Background: an optimization exercise with open tools, aiming at small area, a short achievable clock period and few clock cycles. Do not read the settings as production practice.
RTL that was checked went through simulation tests only; none was proved equivalent to the original.
The RTL of run 5 was laid out without a check of its function.
Power is estimated from default activity; no workload was simulated.

### design/flow/design.v
module lkg (
    input  wire        clk,
    input  wire        rst,           
    input  wire        cmd_valid,
    output wire        cmd_ready,
    input  wire [47:0] cmd_data,
    output wire        rsp_valid,
    input  wire        rsp_ready,
    output wire [1:0]  rsp_status,
    output wire [31:0] rsp_data
);
    localparam [16:0] TAPS_A_REF = 17'h04001;
    localparam [24:0] TAPS_B_REF = 25'h0001019;
    reg         busy;           
    reg         rv;             
    reg         iw;             
    reg         r_next, r_emita, r_emitb, r_rdc;
    reg         r_rda, r_rdb, r_rtapa, r_rtapb, r_rdst;
    reg  [1:0]  st_q;           
    reg  [16:0] reg_a;
    reg  [24:0] reg_b;
    reg         cy;
    reg  [16:0] taps_a;
    reg  [24:0] taps_b;
    reg         av, bv, cv;
    reg  [1:0]  na;             
    reg  [2:0]  nb;             
    wire [7:0]  op = cmd_data[47:40];
    wire [39:0] o  = cmd_data[39:0];
    wire g_hi  = ~|o[39:25];
    wire g_24  = ~o[24];
    wire g_mid = ~|o[23:17];
    wire g_16  = ~o[16];
    wire g_lo  = ~|o[15:1];
    wire g_0   = ~o[0];
    wire z25 = g_hi;
    wire z24 = g_hi & g_24;
    wire z17 = g_hi & g_24 & g_mid;
    wire z16 = g_hi & g_24 & g_mid & g_16;
    wire z1  = g_hi & g_24 & g_mid & g_16 & g_lo;
    wire z40 = g_hi & g_24 & g_mid & g_16 & g_lo & g_0;
    wire h0 = (op[7:4] == 4'h0);
    wire h1 = (op[7:4] == 4'h1);
    wire h2 = (op[7:4] == 4'h2);
    wire h3 = (op[7:4] == 4'h3);
    wire l0 = (op[3:0] == 4'h0);
    wire l1 = (op[3:0] == 4'h1);
    wire l2 = (op[3:0] == 4'h2);
    wire l3 = (op[3:0] == 4'h3);
    wire l4 = (op[3:0] == 4'h4);
    wire l5 = (op[3:0] == 4'h5);
    wire lf = (op[3:0] == 4'hF);
    wire is_init  = h0 & l1;
    wire is_next  = h0 & l2;
    wire is_setc  = h0 & l3;
    wire is_rdc   = h0 & l4;
    wire is_seeda = h1 & l0;
    wire is_lda   = h1 & l1;
    wire is_rda   = h1 & l2;
    wire is_emita = h1 & l3;
    wire is_wtapa = h1 & l4;
    wire is_rtapa = h1 & l5;
    wire is_seedb = h2 & l0;
    wire is_ldb   = h2 & l1;
    wire is_rdb   = h2 & l2;
    wire is_emitb = h2 & l3;
    wire is_wtapb = h2 & l4;
    wire is_rtapb = h2 & l5;
    wire is_rdst  = h3 & lf;
    wire accept = cmd_valid & ~busy;
    wire ok_init  = is_init;
    wire ok_next  = is_next  & z40 & av & bv & cv;
    wire ok_setc  = is_setc  & z1;
    wire ok_rdc   = is_rdc   & z40 & cv;
    wire ok_seeda = is_seeda & z16;
    wire ok_lda   = is_lda   & z17;
    wire ok_rda   = is_rda   & z40 & av;
    wire ok_emita = is_emita & z40 & av;
    wire ok_wtapa = is_wtapa & z17;
    wire ok_rtapa = is_rtapa & z40;
    wire ok_seedb = is_seedb & z24;
    wire ok_ldb   = is_ldb   & z25;
    wire ok_rdb   = is_rdb   & z40 & bv;
    wire ok_emitb = is_emitb & z40 & bv;
    wire ok_wtapb = is_wtapb & z25;
    wire ok_rtapb = is_rtapb & z40;
    wire ok_rdst  = is_rdst  & z40;
    wire legal = is_init
               | ((is_next | is_rdc | is_rda | is_emita | is_rtapa | is_rdb | is_emitb
                   | is_rtapb | is_rdst) & z40)
               | (is_setc & z1)
               | (is_seeda & z16)
               | ((is_lda | is_wtapa) & z17)
               | (is_seedb & z24)
               | ((is_ldb | is_wtapb) & z25);
    wire uninit = ((is_next & ~(av & bv & cv)) | (is_rdc & ~cv)
                   | ((is_rda | is_emita) & ~av) | ((is_rdb | is_emitb) & ~bv)) & z40;
    function [7:0] rev8(input [7:0] v);
        integer i;
        for (i = 0; i < 8; i = i + 1) rev8[i] = v[7-i];
    endfunction
    wire [16:0] seed_a_init = {rev8(o[39:32]), 1'b1, rev8(o[31:24])};
    wire [16:0] seed_a_cmd  = {rev8(o[15:8]),  1'b1, rev8(o[7:0])};
    wire [23:0] seed_b_bits = {rev8(o[23:16]), rev8(o[15:8]), rev8(o[7:0])};
    wire [24:0] seed_b      = {seed_b_bits[23:21], 1'b1, seed_b_bits[20:0]};
    function [16:0] step4a(input [16:0] s, input [16:0] t);
        integer i;
        reg [16:0] x;
        begin
            x = s;
            for (i = 0; i < 4; i = i + 1) x = {^(x & t), x[16:1]};
            step4a = x;
        end
    endfunction
    function [24:0] step4b(input [24:0] s, input [24:0] t);
        integer i;
        reg [24:0] x;
        begin
            x = s;
            for (i = 0; i < 4; i = i + 1) x = {^(x & t), x[24:1]};
            step4b = x;
        end
    endfunction
    wire run    = ~(rv & ~rsp_ready);
    wire taken  = rv & rsp_ready;
    wire blk_a  = accept & (is_init | is_seeda | is_lda);
    wire blk_b  = accept & (is_init | is_seedb | is_ldb);
    wire step_a = run & (na != 2'd0) & ~blk_a;
    wire step_b = run & (nb != 3'd0) & ~blk_b;
    wire ld_a_init = accept & ok_init;
    wire ld_a_seed = accept & ok_seeda;
    wire ld_a_lda  = accept & ok_lda;
    wire ld_a      = ld_a_init | ld_a_seed | ld_a_lda;
    wire ld_b_seed = accept & (ok_init | ok_seedb);
    wire ld_b_ldb  = accept & ok_ldb;
    wire ld_b      = ld_b_seed | ld_b_ldb;
    wire [16:0] a_d = ({17{ld_a_init}} & seed_a_init)
                    | ({17{ld_a_seed}} & seed_a_cmd)
                    | ({17{ld_a_lda}}  & o[16:0])
                    | ({17{step_a}}    & step4a(reg_a, taps_a));
    wire [24:0] b_d = ({25{ld_b_seed}} & seed_b)
                    | ({25{ld_b_ldb}}  & o[24:0])
                    | ({25{step_b}}    & step4b(reg_b, taps_b));
    wire [7:0] xa     = rev8(reg_a[7:0]);
    wire [7:0] yb     = rev8(reg_b[7:0]);
    wire [8:0] sum_xy = {1'b0, xa} + {1'b0, yb};
    wire [7:0] sum_o  = xa + yb + {7'd0, cy};
    assign cmd_ready  = ~busy & ~rst;
    assign rsp_valid  = rv & ~rst;
    assign rsp_status = st_q;
    wire [24:0] rd = ({25{r_next}}  & {17'd0, sum_o})
                   | ({25{r_emita}} & {17'd0, xa})
                   | ({25{r_emitb}} & {17'd0, yb})
                   | ({25{r_rdc}}   & {24'd0, cy})
                   | ({25{r_rda}}   & {8'd0, reg_a})
                   | ({25{r_rdb}}   & reg_b)
                   | ({25{r_rtapa}} & {8'd0, taps_a})
                   | ({25{r_rtapb}} & taps_b)
                   | ({25{r_rdst}}  & {22'd0, cv, bv, av});
    assign rsp_data = {7'd0, rd};
    always @(posedge clk) begin
        if (rst) begin
            busy   <= 1'b0;
            rv     <= 1'b0;
            iw     <= 1'b0;
            taps_a <= TAPS_A_REF;
            taps_b <= TAPS_B_REF;
            av     <= 1'b0;
            bv     <= 1'b0;
            cv     <= 1'b0;
            na     <= 2'd0;
            nb     <= 3'd0;
        end else begin
            if (accept) begin
                busy <= 1'b1;
                st_q <= ~legal ? 2'd1 : uninit ? 2'd2 : 2'd0;
                if (is_init)
                    iw <= 1'b1;
                else
                    rv <= 1'b1;
                r_next  <= ok_next;
                r_emita <= ok_emita;
                r_emitb <= ok_emitb;
                r_rdc   <= ok_rdc;
                r_rda   <= ok_rda;
                r_rdb   <= ok_rdb;
                r_rtapa <= ok_rtapa;
                r_rtapb <= ok_rtapb;
                r_rdst  <= ok_rdst;
            end
            if (iw & ~nb[2]) begin
                iw <= 1'b0;
                rv <= 1'b1;
            end
            if (taken) begin
                rv   <= 1'b0;
                busy <= 1'b0;
            end
            if (ld_a | step_a)
                reg_a <= a_d;
            if (ld_a_init | (accept & (ok_next | ok_emita)))
                na <= 2'd2;
            else if (ld_a)
                na <= 2'd0;
            else if (step_a)
                na <= na - 2'd1;
            if (ld_b | step_b)
                reg_b <= b_d;
            if (accept & ok_init)
                nb <= 3'd4;
            else if (accept & (ok_next | ok_emitb))
                nb <= 3'd2;
            else if (ld_b)
                nb <= 3'd0;
            else if (step_b)
                nb <= nb - 3'd1;
            if (accept & (ok_init | ok_setc))
                cy <= ok_setc & o[0];
            else if (taken & r_next)
                cy <= sum_xy[8];
            if (ld_a) av <= 1'b1;
            if (ld_b) bv <= 1'b1;
            if (accept & (ok_init | ok_setc)) cv <= 1'b1;
            if (accept & ok_wtapa) taps_a <= o[16:0];
            if (accept & ok_wtapb) taps_b <= o[24:0];
        end
    end
endmodule
### design/flow/run.sh
#!/bin/bash
# synth_recipe.tcl (not shown) runs the flow's synth.tcl, then flattens the netlist and writes it again
# the make line also repeats each setting of config.mk as NAME=value (left out here)
make -C /OpenROAD-flow-scripts/flow DESIGN_CONFIG=/design/flow/config.mk WORK_HOME=/design/flow/orfs CLKGATE_MAP_FILE= SYNTH_SCRIPT=/design/flow/synth_recipe.tcl finish
### design/flow/config.mk
export PLATFORM = sky130hd
export DESIGN_NAME = lkg
export DESIGN_NICKNAME = lkg
export VERILOG_FILES = /design/flow/design.v
export SDC_FILE = /design/flow/constraint.sdc
export NUM_CORES = 4
export LEC_CHECK = 0
export CAP_MARGIN = 20
export CORE_MARGIN = 2
export CORE_UTILIZATION = 40
export SETUP_SLACK_MARGIN = 5
export SLEW_MARGIN = 20
### design/flow/constraint.sdc
create_clock -name core_clock -period 10.0 [get_ports {clk}]
set_input_delay 2.0000 -clock core_clock [delete_from_list [all_inputs] [get_ports {clk}]]
set_output_delay 2.0000 -clock core_clock [all_outputs]
set_load 0.01 [all_outputs]
==> out/qor.txt, run 1 <==
Run status = timing/DRC/antenna clean
Final number of setup-violating endpoints = 0
Number of antenna diodes = 0
Final standard cell utilization of the core = 48.2%
Global-route usage over all layers = 26.5%
Detailed-route wire length = 28600 um
Post-route DRC = 0
Clk Latency, worst-skew pair = 0.37 ns
Clock tree from TritonCTS = yes
Wire length of the first global-routing pass = 43400 um
Final net count = 1115
Number of buffers added on ports = 80
Share of power burned in combinational logic = 42.2%
Data arrival, critical path = 4.91 ns
Slew Limit Headroom = 26.1%
Adder-cell share of the synthesized area = 2.22%
Setup crit start = cmd_data[31]
Number of filler instances in the final layout = 1923
Maximum number of pins on one net before global-route repair = 58
Final critical-path share of the clock period = 48.5%
Sort of element at the end of the critical path = flop
Count of maximum capacitance violations = 0
Predominant post-synthesis flop cell = edfxtp_1
Hold Fails Final Rpt = 0
Fraction of synthesized cell area in xor and xnor cells = 18.6%
RSZ-0062 raised after global routing = yes
Largest area contributor in the synthesized netlist = edfxtp_1
Number of global-route vias before repair = 7238
Avg Cell Area, Syn = 8.04 sq um
Number of buffers and inverters on the critical path = 2
Most numerous cell types in the synthesized netlist = nand2_1 (300), xnor2_1 (120), a21oi_1 (56), edfxtp_1 (54), dfxtp_1 (53)
TritonCTS Sinks = 107
Main combinational cell family by area after synthesis = simple AND/OR/NAND/NOR gates
Launching point of the worst reg2reg path = reg_b[6]
Worst vdd rail ir drop = 103 uV
Number of buffers added to fix hold violations after cts = 0
Multiplexer fraction of the synthesized cell area = 0.860%
Part of the total power dissipated in the clock network = 20.7%
Net switching power = 0.768 mW
Top cell type's share of synthesized area = 20.3%
Cell area after technology mapping = 8010 sq um
Register-to-register setup slack = 6.88 ns
HPWL after DPL = 20300 um
Max Transition Viols Final = 0
Clock buffers created by TritonCTS = 9
Number of instances on the worst hold path = 2
Buffers from clock root to sink, at most = 2
Clock tree root buffer cell = clkbuf_16
Power density over the cells = 204 nW/um^2
Weighted congestion reported at the end of routability-driven placement = 0.914
Share of the yosys chip area belonging to registers = 33.5%
Highest-delay cell along the critical path = clkdlybuf4s50_1
Post-synthesis to final-layout area growth = 17.6%
I/O pin count = 88
Deepest level of the CTS H-tree = 3
Number of rows created at floorplan = 51
Delay-heaviest family, CP = simple AND/OR/NAND/NOR gates
Unique cell type count in the Yosys netlist = 58
Routed wirelength normalized by instance count = 21.7 um
Hold Path Sink = iw
Total number of vias = 7695
Register share of total power = 37.1%
Total power consumption of the routed design = 1.93 mW
Floorplan core area = 19500 sq um
Internal Pwr Total = 1.16 mW
Yosys Warn Count = 1
Die extent in x = 145 um
Leakage Power = 3.27 nW
Share of post-route cells with drive strength above 1 = 5.12%
Sum of negative setup slack = 0 ns
ANT nets after route = 0
Startpoint type of the worst setup path = input pin
Reg2reg path depth = 11
Crit path max fanout = 16
Tmin final = 4.85 ns
Cells after synthesis = 996
Share of flip-flops with an asynchronous set or reset after synthesis = 0%
Clock-pin slew reported for the worst setup and hold paths after clock tree synthesis = 0.08 ns
Most repeated cell in the gate-level netlist after synthesis = nand2_1
Top achievable clock speed = 206 MHz
Post-synth EDFFs = 54
Launch instance of the worst min-delay path = iw
Number of antenna violations at the first check in global routing = 1
Fraction of the mapped netlist area in simple logic gates = 21.9%
Die Area = 21200 sq um
Worst path required time = 10.06 ns
Worst Setup Path Type = in -> reg
Largest cells by area after synthesis = edfxtp_1 (20%), nand2_1 (14%), dfxtp_1 (13%)
Vias per cell = 5.83
Setup Skew = 0.0122 ns
Worst-margin pin slew = 1.11 ns
Height of the die = 145 um
Switching Share = 39.9%
Post-synthesis sequential element count = 107
Capturing point of the worst reg2reg path = reg_b[23]
Classification of the worst-slack hold path = reg -> reg
Overflow left after global routing = 0
Starting density of the core = 41.0%
Worst path cell trace = clkdlybuf4s50_1 -> nor4_1 -> nand4_1 -> nor3_2 -> nand2_1 -> nor2_4 -> or2_2 -> nor3_1 -> nor2_1 -> buf_4
Compound-Gate Fraction of Synth Area = 17.9%
TritonRoute pass-1 iters = 9
Count of routing violations after the opening detailed-route iteration = 1322
Slowest cell delay on critical path = 0.46 ns
## worst max-delay path by stage
stage,end,cells past startpoint
floorplan,reg_a[0],8
global placement,reg_a[13],10
detailed placement,reg_a[14],10
CTS,rsp_data[7],11
global route,reg_a[6],11
finish,reg_a[6],10
## what timing repair did
action                     4_1_cts  5_1_grt
pin swaps                        1        1
setup buffers                    6        4
gates resized for setup         12        3
setup endpoints to repair       39       33
## cell type report
type                       count  area [sq um]  area share (%)
multi-input combinational    797          4990            53.0
timing repair buffer          98           942            10.0
tap                          265           332            3.52
sequential                   107          2680            28.5
clock buffer                  10           239            2.54
inverter                      37           139            1.47
clock inverter                 6          93.8           0.996
## sequential cells by signal, indices dropped and copies added, names as in the netlist, 2 cells and up
signal  cells
taps_a     17
st_q        2
reg_b      25
nb          3
reg_a      17
na          2
taps_b     25
## cells by family after synthesis
family / after synthesis
compound gates: 197
xor+xnor: 160
fa+ha+maj: 13
buf+inv: 98
flops: 107
mux: 6
other cells: 1
simple gates: 414
## tightest hold or removal path: stages (launching register included)
cell     delay, ns
dfxtp_1       0.31
nor2_1        0.09
nor3_1        0.05
## power by group through the flow
stage | clock network, mW | logic, mW | registers [mW]
floorplan | 0 | 0.568 | 0.640
global placement | 0 | 0.756 | 0.731
detailed placement | 0 | 0.762 | 0.728
CTS | 0.402 | 0.795 | 0.705
global route | 0.417 | 0.893 | 0.715
finish | 0.399 | 0.813 | 0.714
## metrics by stage
stage | instance area, sq um | cells | hold slack, ns | setup WS [ns]
global route | 9420 | 1320 | 0.514 | 4.94
floorplan | 8030 | 1002 | 0.464 | 5.25
detailed placement | 8960 | 1294 | 0.485 | 4.21
CTS | 9380 | 1316 | 0.495 | 4.92
finish | 9420 | 1320 | 0.489 | 5.15
global placement | 8960 | 1294 | 0.474 | 4.40
## cell usage in the layout (no fill, tap or decap), types with 3 or more instances in the layout
cell type	instances
a21o_1	3
a21oi_1	53
a221oi_1	5
a222oi_1	36
a22o_1	13
a22oi_1	42
a31oi_1	3
and2_1	5
and3_1	5
buf_4	17
clkbuf_16	9
clkdlybuf4s50_1	75
clkinv_8	3
conb_1	7
dfxtp_1	53
dlygate4sd2_1	3
edfxtp_1	54
ha_1	11
inv_1	37
mux2_2	3
nand2_1	300
nand2b_1	9
nand3_1	10
nand3b_1	7
nand4_1	8
nor2_1	25
nor2b_1	7
nor3_1	16
nor4_1	10
o21ai_0	13
o21bai_1	5
or2_2	3
xnor2_1	120
xnor3_1	4
xor2_1	33
## routing by layer
layer / wire length [um] / part of all wire (%) / GRT usage [%] / vias up
li1: - / - / - / 3577
met1: 12100 / 42 / 36.9 / 3602
met2: 12700 / 44 / 40.3 / 444
met3: 2830 / 9.9 / 5.80 / 70
met4: 1040 / 3.6 / 10.0 / 2
met5: 14 / 0.049 / 0 / -
Testbench counts, summed over its fixed seeds: cycles 22,836.
==> run 2, diff against run 1 <==
==> design/flow/flow/run.sh (new file) <==
#!/bin/bash
set -euo pipefail
bash standard.sh \
    "BUFFER_PORTS_ARGS=-buffer_cell sky130_fd_sc_hd__buf_1" \
    SETUP_SLACK_MARGIN=5.5 \
    finish > standard.log 2>&1
==> design/flow/standard.sh (new file) <==
#!/bin/bash
# synth_recipe.tcl (not shown) runs the flow's synth.tcl, then flattens the netlist and writes it again
# the make line also repeats each setting of config.mk as NAME=value (left out here)
make -C /OpenROAD-flow-scripts/flow DESIGN_CONFIG=/design/flow/config.mk WORK_HOME=/design/flow/orfs CLKGATE_MAP_FILE= SYNTH_SCRIPT=/design/flow/synth_recipe.tcl "${@:-finish}"
--- a/design/flow/config.mk
+++ b/design/flow/config.mk
@@ -10,2 +10,3 @@
 export CORE_UTILIZATION = 40
+export CTS_BUF_LIST = sky130_fd_sc_hd__clkbuf_8
 export SETUP_SLACK_MARGIN = 5
removed: design/flow/run.sh
==> run 2 against run 1 <==
Against the previous run: first-iteration DRC count decreased by 16%; combinational power is 5.3% higher; maximum frequency rose by 4.0%; sequential share of layout area grew 0.99 points; final area decreased by 3.3%; wire length grew 1.6%; total power is 4.4% lower; highest routed layer is now met4.
==> out/qor.txt, run 2 <==
Worst vdd rail ir drop = 93.0 uV
Largest area contributor in the synthesized netlist = edfxtp_1
Slew Limit Headroom = 28.1%
Clk Latency, worst-skew pair = 0.39 ns
Clock-pin slew reported for the worst setup and hold paths after clock tree synthesis = 0.11 ns
Worst Setup Path Type = reg -> out
Unique cell type count in the Yosys netlist = 58
Final standard cell utilization of the core = 46.6%
Post-synthesis sequential element count = 107
Cell Area, Placed = 8470 sq um
Top cell type's share of synthesized area = 20.3%
Final number of setup-violating endpoints = 0
Number of antenna violations at the first check in global routing = 1
Final-layout worst hold slack = 0.502 ns
Tmin final = 4.66 ns
Clock tree from TritonCTS = yes
Routed length on met2 = 12900 um
Worst slack, placed = 4.41 ns
Crit path max fanout = 2
Clock tree root buffer cell = clkbuf_8
Post-synth EDFFs = 54
Setup Skew = 0.0140 ns
Power density over the cells = 202 nW/um^2
Share of flip-flops with an asynchronous set or reset after synthesis = 0%
Post-route DRC = 0
Starting density of the core = 41.0%
Wire length of the first global-routing pass = 43600 um
Maximum number of pins on one net before global-route repair = 29
Run status = timing/DRC/antenna clean
Commonest cells after routing, fill and taps aside = nand2_1 (300), xnor2_1 (118), buf_1 (72), edfxtp_1 (54)
HPWL after DPL = 19900 um
Final critical-path share of the clock period = 46.6%
Largest registers = reg_b x25, taps_b x25
Routed wirelength normalized by instance count = 21.8 um
ANT nets after route = 0
Avg Cell Area, Syn = 8.04 sq um
Die extent in x = 145 um
Vias per cell = 5.94
Count of routing violations after the opening detailed-route iteration = 1112
Number of buffers added on ports = 80
Total number of vias = 7932
TritonCTS Sinks = 107
Count of maximum capacitance violations = 0
Die Area = 21200 sq um
Share of the yosys chip area belonging to registers = 33.5%
Detailed-route wire length = 29100 um
Most numerous cell types in the synthesized netlist = nand2_1 (300), xnor2_1 (120), a21oi_1 (56), edfxtp_1 (54), dfxtp_1 (53)
Number of buffers added to fix hold violations after cts = 0
Sum of negative setup slack = 0 ns
Most common library cell in the layout ignoring fill and taps = nand2_1
Global-route usage over all layers = 26.7%
Uppermost layer routed = met4
I/O pin count = 88
Final instance area = 9100 sq um
Classification of the worst-slack hold path = reg -> reg
Number of rows created at floorplan = 51
Post-synthesis to final-layout area growth = 13.7%
Share of post-route cells with drive strength above 1 = 7.76%
Worst-margin pin slew = 1.08 ns
Data arrival, critical path = 2.66 ns
Number of global-route vias before repair = 7207
Startpoint type of the worst setup path = flop
Number of non-filler instances in the completed layout = 1336
Sort of element at the end of the critical path = primary output
Clock buffers created by TritonCTS = 9
Final net count = 1130
# placed instances = 1293
Leakage Power = 3.15 nW
Yosys Warn Count = 1
Largest cells by area after synthesis = edfxtp_1 (20%), nand2_1 (14%), dfxtp_1 (13%)
Worst path required time = 8.00 ns
Cell area after technology mapping = 8010 sq um
Weighted congestion reported at the end of routability-driven placement = 0.893
Max Transition Viols Final = 0
RSZ-0062 raised after global routing = yes
Floorplan core area = 19500 sq um
Most repeated cell in the gate-level netlist after synthesis = nand2_1
Min setup slack post-route = 5.34 ns
Deepest level of the CTS H-tree = 3
Met3 WL = 3320 um
Met1 Wirelength = 12000 um
Cells after synthesis = 996
Total power consumption of the routed design = 1.84 mW
Buffers from clock root to sink, at most = 2
Predominant post-synthesis flop cell = edfxtp_1
Height of the die = 145 um
Hold Fails Final Rpt = 0
TritonRoute pass-1 iters = 7
Overflow left after global routing = 0
Top achievable clock speed = 215 MHz
-- run 2: cell families (layout without fill, tap and decap cells) --
kind of cell | count (synthesis) | in the layout | share of synthesized area (%)
AND/OR/NAND/NOR | 414 | 414 | 21.9
AO/OA/AOI/OAI | 197 | 198 | 17.9
XOR/XNOR | 160 | 160 | 18.6
flip-flops | 107 | 107 | 33.5
buffers and inverters | 98 | 165 | 5.02
adder cells (fa/ha/maj) | 13 | 13 | 2.22
multiplexers | 6 | 6 | 0.859
other | 1 | 8 | 0.0468
-- run 2: cell type report --
cell class	count	area, sq um
inverter	37	139
antenna	1	2.50
multi-input combinational	798	5050
fill	2007	10400
clock inverter	7	68.8
tap	265	332
clock buffer	9	124
timing repair buffer	112	699
sequential	107	2680
-- run 2: path summary, 6_finish.rpt --
check / from / to / slack (ns) / cells after the start
hold / removal: iw / iw / 0.50 / 2
setup reg to reg: reg_a[6] / reg_a[16] / 6.79 / 11
setup / recovery: reg_b[7] / rsp_data[7] / 5.34 / 11
hold reg to reg: iw / iw / 0.50 / 2
-- run 2: layer usage --
layer | global-route usage [%] | up-vias
met5 | 0 | -
li1 | - | 3604
met3 | 5.77 | 56
met4 | 9.80 | 0
met1 | 37.4 | 3783
met2 | 40.5 | 489
-- run 2: power by group --
part,switching [mW],internal [mW],total [mW]
registers,0.138,0.567,0.704
logic,0.456,0.400,0.856
clock network,0.165,0.116,0.281
-- run 2: worst max-delay path, stage by stage, from the launching register on --
cell	delay, ns
edfxtp_1	0.44
fa_2	0.48
a21o_1	0.22
a21oi_2	0.15
o21bai_1	0.10
a21oi_2	0.19
o21bai_1	0.08
a21oi_1	0.17
xnor2_1	0.13
nand2_1	0.08
nand3_2	0.12
buf_6	0.11
-- run 2: repair_timing --
item	CTS	global route
resized for setup	24	18
gates cloned	3	0
endpoints found under the setup margin	51	49
buffers inserted	15	8
pin swaps	13	10
==> run 3, diff against run 2 <==
--- a/design/flow/config.mk
+++ b/design/flow/config.mk
@@ -10,3 +10,2 @@
 export CORE_UTILIZATION = 40
-export CTS_BUF_LIST = sky130_fd_sc_hd__clkbuf_8
 export SETUP_SLACK_MARGIN = 5
==> run 3 against run 2 <==
Against the previous run: sequential share of layout area about the same; wire length down 1.1%; synthesized area unchanged; critical path type unchanged; final cell count down 0.60%; non-clock buffer count down 7; critical endpoint is now rsp_data[6]; critical path depth up 2; via count down 1.8%; combinational power down 5.3%; synthesized cell count unchanged; still clean on timing, DRC and antenna; sequential power up 0.7%; count of clock-buffer cells in the layout up 2; largest cell class unchanged; worst hold slack worse by 0.0043 ns.
==> out/qor.txt, run 3 <==
Most common library cell in the layout ignoring fill and taps = nand2_1
Min setup slack post-route = 5.43 ns
Number of global-route vias before repair = 7224
Share of post-route cells with drive strength above 1 = 6.77%
Slew Limit Headroom = 27.7%
Final critical-path share of the clock period = 45.7%
Slowest cell delay on critical path = 0.48 ns
Routed wirelength normalized by instance count = 21.7 um
Total power consumption of the routed design = 1.89 mW
Number of rows created at floorplan = 51
Final number of setup-violating endpoints = 0
Cells after synthesis = 996
ANT nets after route = 0
Power density over the cells = 207 nW/um^2
Multi-input gate area = 5040 sq um
Most numerous cell types in the synthesized netlist = nand2_1 (300), xnor2_1 (120), a21oi_1 (56), edfxtp_1 (54), dfxtp_1 (53)
Buffers from clock root to sink, at most = 2
Classification of the worst-slack hold path = reg -> reg
Delay-heaviest family, CP = adder cells
Cell area after technology mapping = 8010 sq um
Clk Latency, worst-skew pair = 0.36 ns
Global-route usage over all layers = 26.5%
Top achievable clock speed = 219 MHz
Max Transition Viols Final = 0
TritonRoute pass-1 iters = 9
Weighted congestion reported at the end of routability-driven placement = 0.893
Launch instance of the worst min-delay path = iw
Die Area = 21200 sq um
Die extent in x = 145 um
Wire length of the first global-routing pass = 43500 um
Post-route DRC = 0
Sum of negative setup slack = 0 ns
Register cell area after layout = 2680 sq um
Top cell type's share of synthesized area = 20.3%
Post-synth EDFFs = 54
Worst vdd rail ir drop = 94.7 uV
Number of antenna violations at the first check in global routing = 1
Largest area contributor in the synthesized netlist = edfxtp_1
Number of filler instances in the final layout = 2003
RSZ-0062 raised after global routing = yes
Count of maximum capacitance violations = 0
TritonCTS Sinks = 107
Deepest level of the CTS H-tree = 3
Unique cell type count in the Yosys netlist = 58
I/O pin count = 88
Cell Area, Placed = 8470 sq um
Overflow left after global routing = 0
Worst-margin pin slew = 1.08 ns
Data arrival, critical path = 2.57 ns
Final-layout worst hold slack = 0.498 ns
HPWL after DPL = 19900 um
Predominant post-synthesis flop cell = edfxtp_1
Share of the yosys chip area belonging to registers = 33.5%
Count of routing violations after the opening detailed-route iteration = 1199
Reg2reg path depth = 11
Final standard cell utilization of the core = 46.6%
Largest cells by area after synthesis = edfxtp_1 (20%), nand2_1 (14%), dfxtp_1 (13%)
Total number of vias = 7793
Tmin final = 4.57 ns
Share of flip-flops with an asynchronous set or reset after synthesis = 0%
Most crowded layer after global routing = met2
Detailed-route wire length = 28800 um
Yosys Warn Count = 1
Hold Path Sink = iw
Register-to-register setup slack = 6.86 ns
Crit path max fanout = 2
Maximum number of pins on one net before global-route repair = 29
# placed instances = 1293
Most repeated cell in the gate-level netlist after synthesis = nand2_1
Worst slack, placed = 4.41 ns
Worst path required time = 8.00 ns
Clock-pin slew reported for the worst setup and hold paths after clock tree synthesis = 0.08 ns
Run status = timing/DRC/antenna clean
Number of antenna diodes = 0
Clock tree root buffer cell = clkbuf_16
Hold Fails Final Rpt = 0
Leakage Power = 3.13 nW
Post-synthesis sequential element count = 107
Capturing point of the worst reg2reg path = reg_a[16]
Number of non-filler instances in the completed layout = 1328
Final net count = 1123
Starting density of the core = 41.0%
Vias per cell = 5.87
Height of the die = 145 um
Final instance area = 9110 sq um
Launching point of the worst reg2reg path = reg_a[6]
Clock buffers created by TritonCTS = 9
Worst Setup Path Type = reg -> out
Avg Cell Area, Syn = 8.04 sq um
Worst path cell trace = fa_2 -> inv_2 -> fa_2 -> inv_1 -> a21oi_1 -> o21bai_1 -> a21oi_1 -> nor2_1 -> nor2_1 -> xnor2_1 -> nand2_1 -> nand3_2 -> buf_6
Clock tree from TritonCTS = yes
Setup Skew = 0.00927 ns
Startpoint type of the worst setup path = flop
Met2 GRT Util = 40.7%
Number of buffers added on ports = 80
Floorplan core area = 19500 sq um
M1 GR Usage = 37.6%
Number of instances on the worst hold path = 2
Number of buffers and inverters on the critical path = 3
Post-synthesis to final-layout area growth = 13.8%
Largest registers = reg_b x25, taps_b x25
Sort of element at the end of the critical path = primary output
Met3 usage = 4.14%
Highest-delay cell along the critical path = fa_2
Commonest cells after routing, fill and taps aside = nand2_1 (300), xnor2_1 (120), buf_1 (74), edfxtp_1 (54), dfxtp_1 (53)
[run 3: cell count changes in the layout (fill, tap and decap cells not counted), moves of 2 or more]
cell,delta
clkbuf_8,-9
xnor2_1,+2
inv_1,-2
clkbuf_1,+2
buf_4,-3
xnor2_2,-2
buf_6,-5
buf_1,+2
clkbuf_16,+9
[run 3: worst register-to-register path, delay by kind of cell (launching register included)]
family                    cells  cell delay (ns)
xor gates and xnor gates      6             1.65
DFF                           1             0.49
buffers and inverters         1             0.25
muxes                         1             0.25
AOI/OAI and AO/OA             2             0.17
and+or+nand+nor               1             0.09
[run 3: cell families (layout without fill, tap and decap cells)]
group / count (synthesis) / count (layout) / synth area share [%]
AOI/OAI and AO/OA: 197 / 198 / 17.9
xor gates and xnor gates: 160 / 160 / 18.6
adders and majority gates: 13 / 13 / 2.22
buffers and inverters: 98 / 158 / 5.02
DFF: 107 / 107 / 33.5
muxes: 6 / 6 / 0.859
other: 1 / 7 / 0.0468
and+or+nand+nor: 414 / 414 / 21.9
[run 3: per-layer routing]
metal  wire length, um  vias up
li1                  -     3595
met1             12100     3681
met2             12900      466
met3              2960       51
met4               799        0
met5                 0        -
[run 3: worst max path at each step]
stage / slack [ns] / to / depth (start not counted) / from
CTS: 5.44 / reg_a[13] / 10 / cmd_data[31]
detailed placement: 4.41 / reg_a[13] / 9 / cmd_data[31]
global placement: 4.47 / reg_a[13] / 9 / cmd_data[26]
global route: 5.28 / rsp_data[7] / 11 / reg_b[7]
floorplan: 5.52 / reg_a[0] / 8 / cmd_data[31]
finish: 5.43 / rsp_data[6] / 13 / reg_b[7]
[run 3: layout make-up]
cell class	instances	area share, %
Timing Repair Buffer	105	6.84
Sequential cell	107	29.5
Tap cell	265	3.64
Clock inverter	5	0.673
Multi-Input combinational cell	798	55.3
Clock buffer	11	2.55
Inverter	37	1.52
[run 3: repair_timing]
action,in CTS,in global routing
gates cloned,3,0
resized for setup,22,9
pin swaps,11,9
buffers inserted,10,6
hold buffers,0,0
setup endpoints to repair,50,47
[run 3: where the power goes]
part | internal [mW] | switching [mW] | total, mW
clock | 0.197 | 0.172 | 0.369
combinational | 0.372 | 0.439 | 0.811
sequential | 0.567 | 0.143 | 0.709
total | 1.14 | 0.754 | 1.89
==> run 4, diff against run 3 <==
==> design/flow/flow/run.sh (replaced) <==
#!/bin/bash
set -euo pipefail
here=$(pwd)
rm -rf "$here/scripts"
cp -r "$FLOW_HOME/scripts" "$here/scripts"
cp "$here/flow/abc_area.script" "$here/scripts/abc_speed.script"
bash standard.sh \
    "SCRIPTS_DIR=$here/scripts" \
    "BUFFER_PORTS_ARGS=-buffer_cell sky130_fd_sc_hd__buf_1" \
    SETUP_SLACK_MARGIN=5.5 \
    finish > standard.log 2>&1
==> design/flow/flow/abc_area.script (new file) <==
strash
balance; rewrite; refactor; balance; rewrite; rewrite -z; balance; refactor -z; rewrite -z; balance
balance -l; resub -K 6 -l; rewrite -l; resub -K 6 -N 2 -l; refactor -l; resub -K 8 -l; balance -l; resub -K 8 -N 2 -l; rewrite -l; resub -K 10 -l; rewrite -z -l; resub -K 10 -N 2 -l; balance -l; resub -K 12 -l; refactor -z -l; resub -K 12 -N 2 -l; rewrite -z -l; balance -l
&get -n
&st
&dch -f
&nf -a -R 1000
&put
topo
stime -c
==> run 4 against run 3 <==
Against the previous run: critical path type unchanged; final cell count decreased by 2.7%; critical path depth shrank 1; largest power group unchanged; sequential share of layout area increased by 0.48 points; highest routed layer is now met5; global-route usage down 0.22 points; combinational power fell by 6.3%; wire length down 7.3%; first-iteration DRC count shrank 5.8%.
==> out/qor.txt, run 4 <==
Unique cell type count in the Yosys netlist = 39
Number of buffers added to fix hold violations after cts = 0
Post-synthesis sequential element count = 107
Part of the total power dissipated in the clock network = 20.9%
Post-synth EDFFs = 54
Top cell type's share of synthesized area = 21.5%
Multiplexer fraction of the synthesized cell area = 0%
Maximum number of pins on one net before global-route repair = 32
Most repeated cell in the gate-level netlist after synthesis = nand2_1
Total number of vias = 7548
Total power consumption of the routed design = 1.84 mW
Sum of negative setup slack = 0 ns
Fraction of synthesized cell area in xor and xnor cells = 19.4%
Worst Setup Path Type = reg -> out
I/O pin count = 88
Share of post-route cells with drive strength above 1 = 8.03%
Power density over the cells = 205 nW/um^2
Cell Area, Placed = 8240 sq um
Startpoint type of the worst setup path = flop
Worst vdd rail ir drop = 159 uV
Met3 usage = 5.71%
Share of flip-flops with an asynchronous set or reset after synthesis = 0%
Overflow left after global routing = 0
Worst slack, placed = 4.52 ns
Max Transition Viols Final = 0
Clock tree from TritonCTS = yes
Classification of the worst-slack hold path = reg -> reg
Worst-margin pin slew = 1.07 ns
Number of global-route vias before repair = 7100
Register share of total power = 37.8%
Die Area = 19900 sq um
Internal Pwr Total = 1.13 mW
Clock tree root buffer cell = clkbuf_16
Met2 GRT Util = 42.3%
Most numerous cell types in the synthesized netlist = nand2_1 (325), xnor2_1 (129), a21oi_1 (63), a222oi_1 (63), edfxtp_1 (54)
Clock buffers created by TritonCTS = 9
TritonCTS Sinks = 107
Most common library cell in the layout ignoring fill and taps = nand2_1
Tmin final = 4.64 ns
HPWL after DPL = 18200 um
Top achievable clock speed = 216 MHz
Share of power burned in combinational logic = 41.3%
Number of filler instances in the final layout = 1858
Post-route DRC = 0
Routed wirelength normalized by instance count = 20.6 um
Net switching power = 0.715 mW
Main combinational cell family by area after synthesis = simple AND/OR/NAND/NOR gates
Data arrival, critical path = 2.64 ns
Predominant post-synthesis flop cell = edfxtp_1
Setup Skew = 0.0147 ns
Slew Limit Headroom = 28.5%
Post-synthesis to final-layout area growth = 19.1%
Adder-cell share of the synthesized area = 2.36%
Final net count = 1118
Number of non-filler instances in the completed layout = 1292
Sort of element at the end of the critical path = primary output
Weighted congestion reported at the end of routability-driven placement = 0.891
Final critical-path share of the clock period = 46.4%
Switching Share = 38.9%
Leakage Power = 2.90 nW
Largest cells by area after synthesis = edfxtp_1 (22%), nand2_1 (16%), xnor2_1 (15%)
Final number of setup-violating endpoints = 0
Buffers from clock root to sink, at most = 2
RSZ-0062 raised after global routing = yes
Height of the die = 141 um
Largest area contributor in the synthesized netlist = edfxtp_1
Number of antenna violations at the first check in global routing = 1
Count of routing violations after the opening detailed-route iteration = 1129
Number of rows created at floorplan = 50
Share of the yosys chip area belonging to registers = 35.6%
Final-layout worst hold slack = 0.509 ns
Deepest level of the CTS H-tree = 3
Commonest cells after routing, fill and taps aside = nand2_1 (325), xnor2_1 (128), buf_1 (74), a222oi_1 (63), a21oi_1 (60)
ANT nets after route = 0
Avg Cell Area, Syn = 8.12 sq um
Largest registers = reg_b x25, taps_b x25
Final instance area = 8960 sq um
Detailed-route wire length = 26700 um
Yosys Warn Count = 1
# placed instances = 1253
Number of buffers added on ports = 80
Worst path required time = 8.00 ns
Run status = timing/DRC/antenna clean
Hold Fails Final Rpt = 0
Compound-Gate Fraction of Synth Area = 16.4%
Global-route usage over all layers = 26.3%
M1 GR Usage = 35.1%
Floorplan core area = 18600 sq um
Clk Latency, worst-skew pair = 0.37 ns
Clock-pin slew reported for the worst setup and hold paths after clock tree synthesis = 0.08 ns
TritonRoute pass-1 iters = 7
Cell area after technology mapping = 7530 sq um
Wire length of the first global-routing pass = 40600 um
Count of maximum capacitance violations = 0
Number of antenna diodes = 0
Final standard cell utilization of the core = 48.2%
Min setup slack post-route = 5.36 ns
Vias per cell = 5.84
Crit path max fanout = 2
Die extent in x = 141 um
Fraction of the mapped netlist area in simple logic gates = 23.7%
Cells after synthesis = 927
Starting density of the core = 40.5%
Most crowded layer after global routing = met2
==> run 4: cell count changes after synthesis, sizes merged, moves of 7 or more <==
cell    previous run  this run
a222oi            36        63
clkinv             0        35
xnor2            122       129
inv               37         0
clkbuf            50         0
a22oi             43         5
a21oi             56        63
nand2            300       325
nand3b             7         0
==> run 4: power by group through the flow <==
stage / combinational (mW) / sequential [mW] / clock (mW)
2_1_floorplan: 0.489 / 0.649 / 0
3_3_place_gp: 0.622 / 0.712 / 0
3_5_place_dp: 0.630 / 0.709 / 0
4_1_cts: 0.697 / 0.690 / 0.385
5_1_grt: 0.827 / 0.705 / 0.403
6_report: 0.760 / 0.697 / 0.384
==> run 4: layout make-up <==
| type | count | area [sq um] | share of cell area [%] |
|---|---|---|---|
| multi-input cells | 785 | 4860 | 54.2 |
| flip-flops and latches | 107 | 2680 | 29.9 |
| repair buffers | 115 | 687 | 7.66 |
| well taps | 234 | 293 | 3.27 |
| clock buffers | 10 | 229 | 2.55 |
| inverters | 35 | 131 | 1.47 |
| clock inverters | 6 | 83.8 | 0.935 |
==> run 4: repair_timing <==
action / in CTS / in global routing
buffers inserted: 13 / 8
gates resized for setup: 22 / 29
gates cloned: 2 / 0
pin swaps: 6 / 7
endpoints found under the setup margin: 56 / 69
==> run 4: path summary, 6_finish.rpt <==
kind / startpoint / to / slack (ns) / cells after the start
min: iw / iw / 0.51 / 2
min reg2reg: iw / iw / 0.51 / 2
max: reg_b[7] / rsp_data[7] / 5.36 / 12
max reg2reg: reg_b[7] / reg_b[24] / 6.28 / 17
==> run 4: per-layer routing <==
layer  up-vias  part of all wire (%)  wire length (um)
li1       3534                     -                 -
met1      3570                    41             11000
met2       394                    47             12600
met3        48                   9.1              2440
met4         2                   2.5               669
met5         -                 0.026                 7
==> run 4: logic make-up after synthesis <==
group | after synthesis
flip-flops | 107
AO/OA/AOI/OAI | 166
AND/OR/NAND/NOR | 431
buffers and inverters | 42
XOR/XNOR | 167
adder cells (fa/ha/maj) | 13
other | 1
==> run 4: worst max-delay path: stages, from the launching register on <==
cell and delay (ns):
edfxtp_1 0.49, fa_2 0.41, a21o_1 0.18, a21oi_2 0.17
nor2b_1 0.07, o21a_1 0.20, o21ai_2 0.13, nand2b_1 0.09
a21oi_2 0.13, xnor2_1 0.12, nand2_1 0.06, nand3_1 0.09
buf_2 0.14
==> run 5, diff against run 4 <==
--- a/design/flow/design.v
+++ b/design/flow/design.v
@@ -24,2 +24,3 @@
     reg  [24:0] taps_b;
+    reg         rst_t;          
     reg         av, bv, cv;
@@ -146,3 +147,6 @@
     wire [8:0] sum_xy = {1'b0, xa} + {1'b0, yb};
-    wire [7:0] sum_o  = xa + yb + {7'd0, cy};
+    wire [4:0] sum_lo  = {1'b0, xa[3:0]} + {1'b0, yb[3:0]} + {4'd0, cy};
+    wire [3:0] sum_hi0 = xa[7:4] + yb[7:4];
+    wire [3:0] sum_hi1 = xa[7:4] + yb[7:4] + 4'd1;
+    wire [7:0] sum_o   = {sum_lo[4] ? sum_hi1 : sum_hi0, sum_lo[3:0]};
     assign cmd_ready  = ~busy & ~rst;
@@ -165,4 +169,2 @@
             iw     <= 1'b0;
-            taps_a <= TAPS_A_REF;
-            taps_b <= TAPS_B_REF;
             av     <= 1'b0;
@@ -223,6 +225,17 @@
             if (accept & (ok_init | ok_setc)) cv <= 1'b1;
-            if (accept & ok_wtapa) taps_a <= o[16:0];
-            if (accept & ok_wtapb) taps_b <= o[24:0];
         end
     end
+    wire wr_a = ~rst & accept & ok_wtapa;
+    wire wr_b = ~rst & accept & ok_wtapb;
+    always @(posedge clk) begin
+        rst_t <= rst;
+        if (rst_t & ~wr_a)
+            taps_a <= TAPS_A_REF;
+        else if (wr_a)
+            taps_a <= o[16:0];
+        if (rst_t & ~wr_b)
+            taps_b <= TAPS_B_REF;
+        else if (wr_b)
+            taps_b <= o[24:0];
+    end
 endmodule
--- a/design/flow/config.mk
+++ b/design/flow/config.mk
@@ -7,3 +7,3 @@
 export LEC_CHECK = 0
-export CAP_MARGIN = 20
+export CAP_MARGIN = 0
 export CORE_MARGIN = 2
@@ -11,2 +11,2 @@
 export SETUP_SLACK_MARGIN = 5
-export SLEW_MARGIN = 20
+export SLEW_MARGIN = 0
==> run 5 against run 4 <==
Against the previous run: sequential power is essentially flat; wire length grew 2.1%; synthesized cell count shrank 7.3%; still clean.
==> out/qor.txt, run 5 <==
Run status = timing/DRC/antenna clean
Number of filler instances in the final layout = 1726
Cell area after technology mapping = 7460 sq um
Predominant post-synthesis flop cell = edfxtp_1
Worst-margin pin slew = 1.26 ns
Buffers from clock root to sink, at most = 2
Slew Limit Headroom = 15.3%
Startpoint type of the worst setup path = input pin
Wire length of the first global-routing pass = 40700 um
Final instance area = 8830 sq um
Unique cell type count in the Yosys netlist = 43
Clock tree root buffer cell = clkbuf_16
Post-synth EDFFs = 54
Global-route usage over all layers = 26.9%
Yosys Warn Count = 1
Die extent in x = 141 um
Leakage Power = 2.90 nW
Sort of element at the end of the critical path = primary output
Worst Setup Path Type = in -> out
Deepest level of the CTS H-tree = 3
ANT nets after route = 0
Most repeated cell in the gate-level netlist after synthesis = nand2_1
Largest cells by area after synthesis = edfxtp_1 (22%), xnor2_1 (15%), dfxtp_1 (14%)
Fraction of the mapped netlist area in simple logic gates = 20.2%
Number of antenna diodes = 0
Top achievable clock speed = 224 MHz
Clock buffers created by TritonCTS = 9
TritonCTS Sinks = 108
HPWL after DPL = 18100 um
Number of antenna violations at the first check in global routing = 0
Overflow left after global routing = 0
Post-synthesis sequential element count = 108
Share of the yosys chip area belonging to registers = 36.2%
Worst vdd rail ir drop = 91.2 uV
Clock tree from TritonCTS = yes
Setup Skew = 0.0140 ns
Multi-input gate area = 4840 sq um
Maximum number of pins on one net before global-route repair = 29
Starting density of the core = 41.1%
Commonest cells after routing, fill and taps aside = nand2_1 (247), xnor2_1 (130), buf_1 (75), a222oi_1 (62)
Largest area contributor in the synthesized netlist = edfxtp_1
Power density over the cells = 205 nW/um^2
Avg Cell Area, Syn = 8.68 sq um
Detailed-route wire length = 27200 um
Number of global-route vias before repair = 6670
Register cell area after layout = 2700 sq um
Final-layout worst hold slack = 0.487 ns
Clk Latency, worst-skew pair = 0.36 ns
Most common library cell in the layout ignoring fill and taps = nand2_1
Post-synthesis to final-layout area growth = 18.4%
Register-to-register setup slack = 6.19 ns
Compound-Gate Fraction of Synth Area = 18.2%
Die Area = 19700 sq um
RSZ-0062 raised after global routing = yes
Classification of the worst-slack hold path = reg -> reg
Routed wirelength normalized by instance count = 22.4 um
Crit path max fanout = 4
Fraction of synthesized cell area in xor and xnor cells = 19.7%
Final net count = 1050
Weighted congestion reported at the end of routability-driven placement = 0.987
Number of buffers added on ports = 80
Max Transition Viols Final = 0
Floorplan core area = 18100 sq um
Number of rows created at floorplan = 49
I/O pin count = 88
Multiplexer fraction of the synthesized cell area = 0%
Adder-cell share of the synthesized area = 2.82%
Largest registers = reg_b x25, taps_b x25
Hold Fails Final Rpt = 0
Cells after synthesis = 859
Tmin final = 4.47 ns
Final critical-path share of the clock period = 44.7%
Most numerous cell types in the synthesized netlist = nand2_1 (247), xnor2_1 (131), a222oi_1 (62), dfxtp_1 (54), edfxtp_1 (54)
Count of routing violations after the opening detailed-route iteration = 1314
Share of post-route cells with drive strength above 1 = 8.50%
Count of maximum capacitance violations = 0
Total number of vias = 7540
Top cell type's share of synthesized area = 21.7%
Main combinational cell family by area after synthesis = simple AND/OR/NAND/NOR gates
Worst path required time = 8.00 ns
Height of the die = 141 um
Vias per cell = 6.20
Data arrival, critical path = 2.47 ns
Cell Area, Placed = 8130 sq um
Clock-pin slew reported for the worst setup and hold paths after clock tree synthesis = 0.06 ns
Sum of negative setup slack = 0 ns
TritonRoute pass-1 iters = 9
Post-route DRC = 0
Final number of setup-violating endpoints = 0
Share of flip-flops with an asynchronous set or reset after synthesis = 0%
run 5: cell types whose count changed after synthesis, moves of 3 or more:
cell / previous run / this run
nand2_1: 325 / 247
o22a_1: 0 / 3
nand3_1: 11 / 17
nor2_1: 25 / 34
a22o_1: 8 / 43
and2_0: 5 / 2
clkinv_1: 35 / 40
a21oi_1: 63 / 15
run 5: cell families (layout without fill, tap and decap cells):
logic type | Yosys count | in the layout
adder cells (fa/ha/maj) | 15 | 15
flip-flops | 108 | 108
AO/OA/AOI/OAI | 160 | 160
buffers and inverters | 47 | 165
AND/OR/NAND/NOR | 360 | 365
other | 1 | 7
XOR/XNOR | 168 | 168
run 5: final timing paths:
kind	startpoint	end	cells past startpoint
worst max-delay path	rst	cmd_ready	4
worst min-delay path	iw	iw	2
worst max register to register	reg_b[11]	reg_b[24]	16
worst min register to register	iw	iw	2
run 5: what timing repair did:
item / CTS / global route
setup endpoints to repair: 88 / 69
hold endpoints to repair: 0 / 0
setup buffers: 12 / 11
hold buffers: 0 / 0
cloned: 5 / 1
pin swaps: 8 / 9
resized for setup: 20 / 20
run 5: worst max-delay path, cell delays in order:
cell and delay (ns):
buf_2 0.13, buf_12 0.13, nor2_1 0.07, clkbuf_2 0.13
run 5: layout make-up:
class | count | area share [%]
Sequential cell | 108 | 30.6
Clock buffer | 13 | 2.72
Clock inverter | 3 | 0.198
Timing Repair Buffer | 109 | 6.65
Multi-Input combinational cell | 715 | 54.9
Tap cell | 229 | 3.25
Inverter | 40 | 1.70
run 5: per-layer routing:
metal | share of wire, % | GRT usage (%)
met1 | 41 | 37.9
met2 | 44 | 40.4
met3 | 12 | 6.12
met4 | 3.2 | 10.3
met5 | 0 | 0
run 5: metrics by stage:
stage	utilization [%]	setup WS, ns	power, mW	std cells
after floorplan	-	5.47	1.15	865
after global placement	44.8	4.36	1.37	1172
after detailed placement	44.8	4.26	1.37	1172
after CTS	47.6	5.51	1.75	1205
after global routing	48.6	5.50	1.91	1217
final	48.6	5.53	1.81	1217
run 5: report_power, final:
part	leakage [nW]	internal, mW	total [mW]	switching [mW]
registers	0.950	0.573	0.700	0.126
clock network	0.124	0.169	0.338	0.169
logic	1.83	0.347	0.775	0.427
==> run 6, diff against run 5 <==
--- a/design/flow/design.v
+++ b/design/flow/design.v
@@ -15,6 +15,17 @@
     reg         rv;             
-    reg         iw;             
-    reg         r_next, r_emita, r_emitb, r_rdc;
-    reg         r_rda, r_rdb, r_rtapa, r_rtapb, r_rdst;
-    reg  [1:0]  st_q;           
+    wire        iw = busy & ~rv;    
+    localparam [3:0] K_OK    = 4'd0,  K_ILL   = 4'd1,  K_UNI   = 4'd2,
+                     K_NEXT  = 4'd3,  K_EMITA = 4'd4,  K_EMITB = 4'd5,
+                     K_RDC   = 4'd6,  K_RDA   = 4'd7,  K_RDB   = 4'd8,
+                     K_RTAPA = 4'd9,  K_RTAPB = 4'd10, K_RDST  = 4'd11;
+    reg  [3:0]  rk;
+    wire r_next  = (rk == K_NEXT);
+    wire r_emita = (rk == K_EMITA);
+    wire r_emitb = (rk == K_EMITB);
+    wire r_rdc   = (rk == K_RDC);
+    wire r_rda   = (rk == K_RDA);
+    wire r_rdb   = (rk == K_RDB);
+    wire r_rtapa = (rk == K_RTAPA);
+    wire r_rtapb = (rk == K_RTAPB);
+    wire r_rdst  = (rk == K_RDST);
     reg  [16:0] reg_a;
@@ -153,3 +164,3 @@
     assign rsp_valid  = rv & ~rst;
-    assign rsp_status = st_q;
+    assign rsp_status = {rk == K_UNI, rk == K_ILL};
     wire [24:0] rd = ({25{r_next}}  & {17'd0, sum_o})
@@ -168,3 +179,2 @@
             rv     <= 1'b0;
-            iw     <= 1'b0;
             av     <= 1'b0;
@@ -177,21 +187,11 @@
                 busy <= 1'b1;
-                st_q <= ~legal ? 2'd1 : uninit ? 2'd2 : 2'd0;
-                if (is_init)
-                    iw <= 1'b1;
-                else
+                if (!is_init)
                     rv <= 1'b1;
-                r_next  <= ok_next;
-                r_emita <= ok_emita;
-                r_emitb <= ok_emitb;
-                r_rdc   <= ok_rdc;
-                r_rda   <= ok_rda;
-                r_rdb   <= ok_rdb;
-                r_rtapa <= ok_rtapa;
-                r_rtapb <= ok_rtapb;
-                r_rdst  <= ok_rdst;
+                rk <= ~legal   ? K_ILL   : uninit   ? K_UNI   :
+                      is_next  ? K_NEXT  : is_emita ? K_EMITA : is_emitb ? K_EMITB :
+                      is_rdc   ? K_RDC   : is_rda   ? K_RDA   : is_rdb   ? K_RDB   :
+                      is_rtapa ? K_RTAPA : is_rtapb ? K_RTAPB : is_rdst  ? K_RDST  : K_OK;
             end
-            if (iw & ~nb[2]) begin
-                iw <= 1'b0;
+            if (iw & ~nb[2])
                 rv <= 1'b1;
-            end
             if (taken) begin
--- a/design/flow/flow/run.sh
+++ b/design/flow/flow/run.sh
@@ -9,3 +9,3 @@
     "BUFFER_PORTS_ARGS=-buffer_cell sky130_fd_sc_hd__buf_1" \
-    SETUP_SLACK_MARGIN=5.5 \
+    SETUP_SLACK_MARGIN=5.7 \
     finish > standard.log 2>&1
==> run 6 against run 5 <==
Against the previous run: still clean on timing, DRC and antenna; worst hold slack better by 0.072 ns; via count is 2.6% lower; core utilization up 0.71 points.
==> out/qor.txt, run 6 <==
Weighted congestion reported at the end of routability-driven placement = 0.910
Hold Fails Final Rpt = 0
Buffers from clock root to sink, at most = 2
Crit path max fanout = 4
Global-route usage over all layers = 25.7%
Deepest level of the CTS H-tree = 3
Worst Setup Path Type = reg -> out
Compound-Gate Fraction of Synth Area = 18.3%
Number of instances on the worst hold path = 2
Sort of element at the end of the critical path = primary output
Min setup slack post-route = 5.51 ns
Max Transition Viols Final = 0
Predominant post-synthesis flop cell = dfxtp_1
Commonest cells after routing, fill and taps aside = nand2_1 (288), xnor2_1 (135), buf_1 (73), dfxtp_1 (53), edfxtp_1 (47)
Reg2reg path depth = 17
Slew Limit Headroom = 33.2%
Final critical-path share of the clock period = 44.9%
Largest registers = reg_b x25, taps_b x25
Die Area = 19400 sq um
Height of the die = 139 um
Worst-margin pin slew = 1.00 ns
Worst slack, placed = 4.62 ns
Number of antenna diodes = 0
Clock tree from TritonCTS = yes
Maximum number of pins on one net before global-route repair = 31
Number of buffers added on ports = 80
Final number of setup-violating endpoints = 0
Post-route DRC = 0
Leakage Power = 3.07 nW
Cell Area, Placed = 8070 sq um
Floorplan core area = 18000 sq um
Final instance area = 8870 sq um
Fraction of the mapped netlist area in simple logic gates = 23.3%
Largest cells by area after synthesis = edfxtp_1 (19%), xnor2_1 (16%), nand2_1 (15%)
Number of filler instances in the final layout = 1749
RSZ-0062 raised after global routing = yes
Share of flip-flops with an asynchronous set or reset after synthesis = 0%
Count of routing violations after the opening detailed-route iteration = 807
Most numerous cell types in the synthesized netlist = nand2_1 (289), xnor2_1 (135), dfxtp_1 (53), edfxtp_1 (47)
Startpoint type of the worst setup path = flop
Vias per cell = 5.84
Main combinational cell family by area after synthesis = simple AND/OR/NAND/NOR gates
Total number of vias = 7346
ANT nets after route = 0
I/O pin count = 88
Power density over the cells = 190 nW/um^2
Clk Latency, worst-skew pair = 0.36 ns
Cells after synthesis = 890
Unique cell type count in the Yosys netlist = 42
Worst path required time = 8.00 ns
Clock buffers created by TritonCTS = 9
Avg Cell Area, Syn = 8.25 sq um
Data arrival, critical path = 2.49 ns
Starting density of the core = 40.9%
Multiplexer fraction of the synthesized cell area = 0.307%
Final net count = 1090
TritonCTS Sinks = 100
Most repeated cell in the gate-level netlist after synthesis = nand2_1
Overflow left after global routing = 0
Final-layout worst hold slack = 0.559 ns
Die extent in x = 139 um
Setup Skew = 0.00485 ns
Post-synth EDFFs = 47
Number of global-route vias before repair = 6744
Final standard cell utilization of the core = 49.4%
Number of buffers added to fix hold violations after cts = 0
Share of the yosys chip area belonging to registers = 33.7%
Detailed-route wire length = 25400 um
Cell area after technology mapping = 7340 sq um
Adder-cell share of the synthesized area = 2.86%
Routed wirelength normalized by instance count = 20.2 um
Top achievable clock speed = 223 MHz
Wire length of the first global-routing pass = 39200 um
Tmin final = 4.49 ns
Share of post-route cells with drive strength above 1 = 9.44%
HPWL after DPL = 17500 um
Clock tree root buffer cell = clkbuf_16
Number of antenna violations at the first check in global routing = 0
TritonRoute pass-1 iters = 8
Worst vdd rail ir drop = 115 uV
Number of rows created at floorplan = 49
Classification of the worst-slack hold path = reg -> reg
Post-synthesis to final-layout area growth = 20.8%
Top cell type's share of synthesized area = 19.2%
Fraction of synthesized cell area in xor and xnor cells = 19.9%
Count of maximum capacitance violations = 0
Clock-pin slew reported for the worst setup and hold paths after clock tree synthesis = 0.07 ns
Run status = timing/DRC/antenna clean
Largest area contributor in the synthesized netlist = edfxtp_1
Yosys Warn Count = 1
Post-synthesis sequential element count = 100
Sum of negative setup slack = 0 ns
Most common library cell in the layout ignoring fill and taps = nand2_1
run 6: cells by family (layout without fill, tap and decap cells):
logic type	Yosys count	count (layout)
buf+inv	23	153
mux	1	1
other cells	1	7
flops	100	100
compound gates	171	172
simple gates	412	413
xor+xnor	167	167
fa+ha+maj	15	15
run 6: worst max-delay path: stages (launching register included):
cell and delay [ns]:
edfxtp_1 0.48, fa_2 0.29, clkinv_2 0.07, fa_2 0.36, nor2b_1 0.12, o21ai_1 0.07
nand2b_1 0.14, nand4_1 0.12, xnor2_1 0.15, nand2_1 0.10, nand3_2 0.09, buf_6 0.14
run 6: metrics by stage:
step,power (mW),instances
2_1_floorplan,1.03,896
3_3_place_gp,1.20,1211
3_5_place_dp,1.21,1211
4_1_cts,1.66,1247
5_1_grt,1.77,1257
6_report,1.68,1257
run 6: timing repair:
item,4_1_cts,5_1_grt
gates cloned,3,0
setup buffers,17,10
resized for setup,30,15
setup endpoints to repair,71,65
pin swaps,15,8
run 6: worst paths after layout:
| check | from | to | slack [ns] |
|---|---|---|---|
| hold / removal | cv | cv | 0.56 |
| setup / recovery | reg_a[7] | rsp_data[7] | 5.51 |
| setup reg to reg | reg_b[7] | reg_b[24] | 6.65 |
| hold reg to reg | cv | cv | 0.56 |
run 6: per-layer routing:
layer / track usage, % / wire (um)
met5: 0 / 0
met3: 6.19 / 2300
met4: 8.56 / 698
met1: 34.9 / 10700
met2: 40.3 / 11700
run 6: power by group:
group	internal (mW)	switching [mW]
Sequential	0.530	0.117
Clock	0.237	0.168
Combinational	0.281	0.350
run 6: final cells by class:
type,instances,area [sq um],area share (%)
clock buffer,10,250,2.82
clock inverter,6,92.6,1.04
inverter,16,61.3,0.692
multi-input combinational,775,4970,56.1
sequential,100,2470,27.9
tap,229,287,3.23
timing repair buffer,121,731,8.24
Testbench counts of run 6, summed over its fixed seeds: cycles 22,836.
==> run 7, diff against run 6 <==
--- a/design/flow/flow/run.sh
+++ b/design/flow/flow/run.sh
@@ -9,3 +9,3 @@
     "BUFFER_PORTS_ARGS=-buffer_cell sky130_fd_sc_hd__buf_1" \
-    SETUP_SLACK_MARGIN=5.7 \
+    SETUP_SLACK_MARGIN=5.5 \
     finish > standard.log 2>&1
--- a/design/flow/config.mk
+++ b/design/flow/config.mk
@@ -12 +12,2 @@
 export SLEW_MARGIN = 0
+export TNS_END_PERCENT = 0
==> run 7 against run 6 <==
Against the previous run: non-clock buffer count down 16; clock skew rose by 0.0059 ns; total power down 6.2%; still clean on timing, DRC and antenna; combinational power is 8.4% lower.
==> out/qor.txt, run 7 <==
Run status = timing/DRC/antenna clean
Maximum number of pins on one net before global-route repair = 32
Leakage Power = 2.87 nW
Worst vdd rail ir drop = 95.9 uV
Overflow left after global routing = 0
Total power consumption of the routed design = 1.58 mW
Final net count = 1072
TritonRoute pass-1 iters = 8
Share of post-route cells with drive strength above 1 = 5.94%
Clock buffers created by TritonCTS = 9
Clk Latency, worst-skew pair = 0.36 ns
TritonCTS Sinks = 100
Die extent in x = 139 um
Most repeated cell in the gate-level netlist after synthesis = nand2_1
Clock-pin slew reported for the worst setup and hold paths after clock tree synthesis = 0.07 ns
Cells after synthesis = 890
Floorplan core area = 18000 sq um
Post-route DRC = 0
Setup Skew = 0.0107 ns
Commonest cells after routing, fill and taps aside = nand2_1 (289), xnor2_1 (135), buf_1 (77), dfxtp_1 (53), edfxtp_1 (47)
Vias per cell = 5.88
Sort of element at the end of the critical path = primary output
Post-synth EDFFs = 47
Number of buffers added on ports = 80
Most crowded layer after global routing = met2
Number of instances on the worst hold path = 2
Starting density of the core = 40.9%
Sum of negative setup slack = 0 ns
I/O pin count = 88
Largest area contributor in the synthesized netlist = edfxtp_1
Detailed-route wire length = 24400 um
Clock tree from TritonCTS = yes
Reg2reg path depth = 16
Height of the die = 139 um
Yosys Warn Count = 1
Global-route usage over all layers = 25.1%
Hold Fails Final Rpt = 0
Top achievable clock speed = 220 MHz
Total number of vias = 7283
Number of rows created at floorplan = 49
Most common library cell in the layout ignoring fill and taps = nand2_1
Data arrival, critical path = 2.54 ns
Clock tree root buffer cell = clkbuf_16
Classification of the worst-slack hold path = reg -> reg
Most numerous cell types in the synthesized netlist = nand2_1 (289), xnor2_1 (135), dfxtp_1 (53), edfxtp_1 (47)
Die Area = 19400 sq um
Count of routing violations after the opening detailed-route iteration = 970
Cell area after technology mapping = 7340 sq um
M1 GR Usage = 35.7%
ANT nets after route = 0
Worst Setup Path Type = in -> out
Predominant post-synthesis flop cell = dfxtp_1
Worst-margin pin slew = 1.04 ns
Number of antenna violations at the first check in global routing = 0
Number of global-route vias before repair = 6565
Number of antenna diodes = 0
Largest cells by area after synthesis = edfxtp_1 (19%), xnor2_1 (16%), nand2_1 (15%)
Tmin final = 4.54 ns
Top cell type's share of synthesized area = 19.2%
Power density over the cells = 187 nW/um^2
HPWL after DPL = 17400 um
Startpoint type of the worst setup path = input pin
Crit path max fanout = 19
Post-synthesis sequential element count = 100
Final critical-path share of the clock period = 45.4%
Weighted congestion reported at the end of routability-driven placement = 0.927
Met3 usage = 4.61%
Share of flip-flops with an asynchronous set or reset after synthesis = 0%
Slew Limit Headroom = 30.4%
Max Transition Viols Final = 0
Worst path required time = 8.00 ns
Routed wirelength normalized by instance count = 19.7 um
Avg Cell Area, Syn = 8.25 sq um
Deepest level of the CTS H-tree = 3
Share of the yosys chip area belonging to registers = 33.7%
Met2 GRT Util = 38.9%
RSZ-0062 raised after global routing = yes
Post-synthesis to final-layout area growth = 15.3%
Unique cell type count in the Yosys netlist = 42
Wire length of the first global-routing pass = 38200 um
Final number of setup-violating endpoints = 0
Count of maximum capacitance violations = 0
Largest registers = reg_b x25, taps_b x25
Buffers from clock root to sink, at most = 2
-- run 7: cell counts after synthesis --
Identical to the previous run, type by type.
-- run 7: routing by layer --
| metal | up-vias | wire length (um) |
|---|---|---|
| met5 | - | 0 |
| met4 | 0 | 530 |
| met3 | 46 | 2140 |
| met2 | 361 | 11100 |
| met1 | 3452 | 10700 |
| li1 | 3424 | - |
-- run 7: path summary, 6_finish.rpt --
kind | startpoint | to | slack (ns)
worst max-delay path | rst | rsp_valid | 5.46
worst min-delay path | busy | busy | 0.52
worst max register to register | reg_b[17] | reg_b[24] | 6.67
worst min register to register | busy | busy | 0.52
-- run 7: logic make-up after synthesis --
logic type               after synthesis  synth area share (%)
AO/OA/AOI/OAI                        171                  18.3
adder cells (fa/ha/maj)               15                  2.86
other                                  1                0.0511
AND/OR/NAND/NOR                      412                  23.3
flip-flops                           100                  33.7
buffers and inverters                 23                  1.53
XOR/XNOR                             167                  19.9
multiplexers                           1                 0.307
-- run 7: layout make-up --
| class | count | area (sq um) |
|---|---|---|
| multi-input combinational | 773 | 4860 |
| clock inverter | 5 | 43.8 |
| clock buffer | 11 | 243 |
| inverter | 16 | 60.1 |
| timing repair buffer | 105 | 492 |
| fill | 1775 | 9500 |
| tap | 229 | 287 |
| sequential | 100 | 2470 |
-- run 7: repair_timing --
item,4_1_cts,5_1_grt
pin swaps,0,6
hold buffers,0,0
buffers inserted,3,7
resized for setup,5,9
endpoints found under the setup margin,48,55
-- run 7: report_power, final --
part           internal, mW  switching [mW]  total [mW]
logic                 0.247           0.331       0.578
clock network         0.180           0.171       0.351
registers             0.531           0.120       0.650
total                 0.957           0.622        1.58
-- run 7: critical path, cell delays in order --
cell	delay, ns
buf_1	0.07
buf_4	0.19
nor2b_1	0.12
buf_1	0.15
-- run 7: stage by stage --
stage / area, sq um / instances / util, % / hold slack (ns) / setup slack, ns
3_3_place_gp: 8060 / 1213 / 44.9 / 0.516 / 4.49
5_1_grt: 8460 / 1239 / 47.1 / 0.590 / 5.35
2_1_floorplan: 7380 / 896 / - / 0.484 / 4.91
4_1_cts: 8390 / 1232 / 46.7 / 0.526 / 5.36
6_report: 8460 / 1239 / 47.1 / 0.517 / 5.46
3_5_place_dp: 8060 / 1213 / 44.9 / 0.518 / 4.51

## separate check: timing with driven ports
No port has a modelled driver above. Below, the same layouts with a new extraction and two added sets of constraints.
Step 1 assumes that a clkbuf_16 drives the clock port and a buf_2 every other input.
Step 2 times the ports against the registers' clock, not the clock port: input delays grow and output delays shrink by t, the midpoint of the rising clock arrivals with the driver on.
Slacks: no drivers / after step 1 / after step 2; pairs: no drivers / after step 1.
run	t (ns)	setup slack, ns	worst hold slack (ns)	worst slew at a driven data input, ns	cell pins on the clock port's net
run 1	0.408	5.154 / 5.135 / 4.770	0.489 / 0.489 / 0.489	0.04	1
run 2	0.428	5.340 / 5.298 / 5.303	0.502 / 0.502 / 0.502	0.04	1
run 3	0.397	5.431 / 5.386 / 5.309	0.498 / 0.498 / 0.498	0.04	1
run 4	0.406	5.362 / 5.319 / 5.295	0.509 / 0.509 / 0.509	0.05	1
run 5	0.401	5.534 / 5.515 / 5.215	0.487 / 0.487 / 0.487	0.05	1
run 6	0.402	5.512 / 5.467 / 5.439	0.559 / 0.559 / 0.559	0.05	1
run 7	0.404	5.459 / 5.435 / 5.218	0.517 / 0.517 / 0.517	0.03	1
After both steps every run listed still meets setup and hold. The setup slack of run 1, which loses most, moves by -0.019 ns with the drivers and by -0.384 ns with both steps.
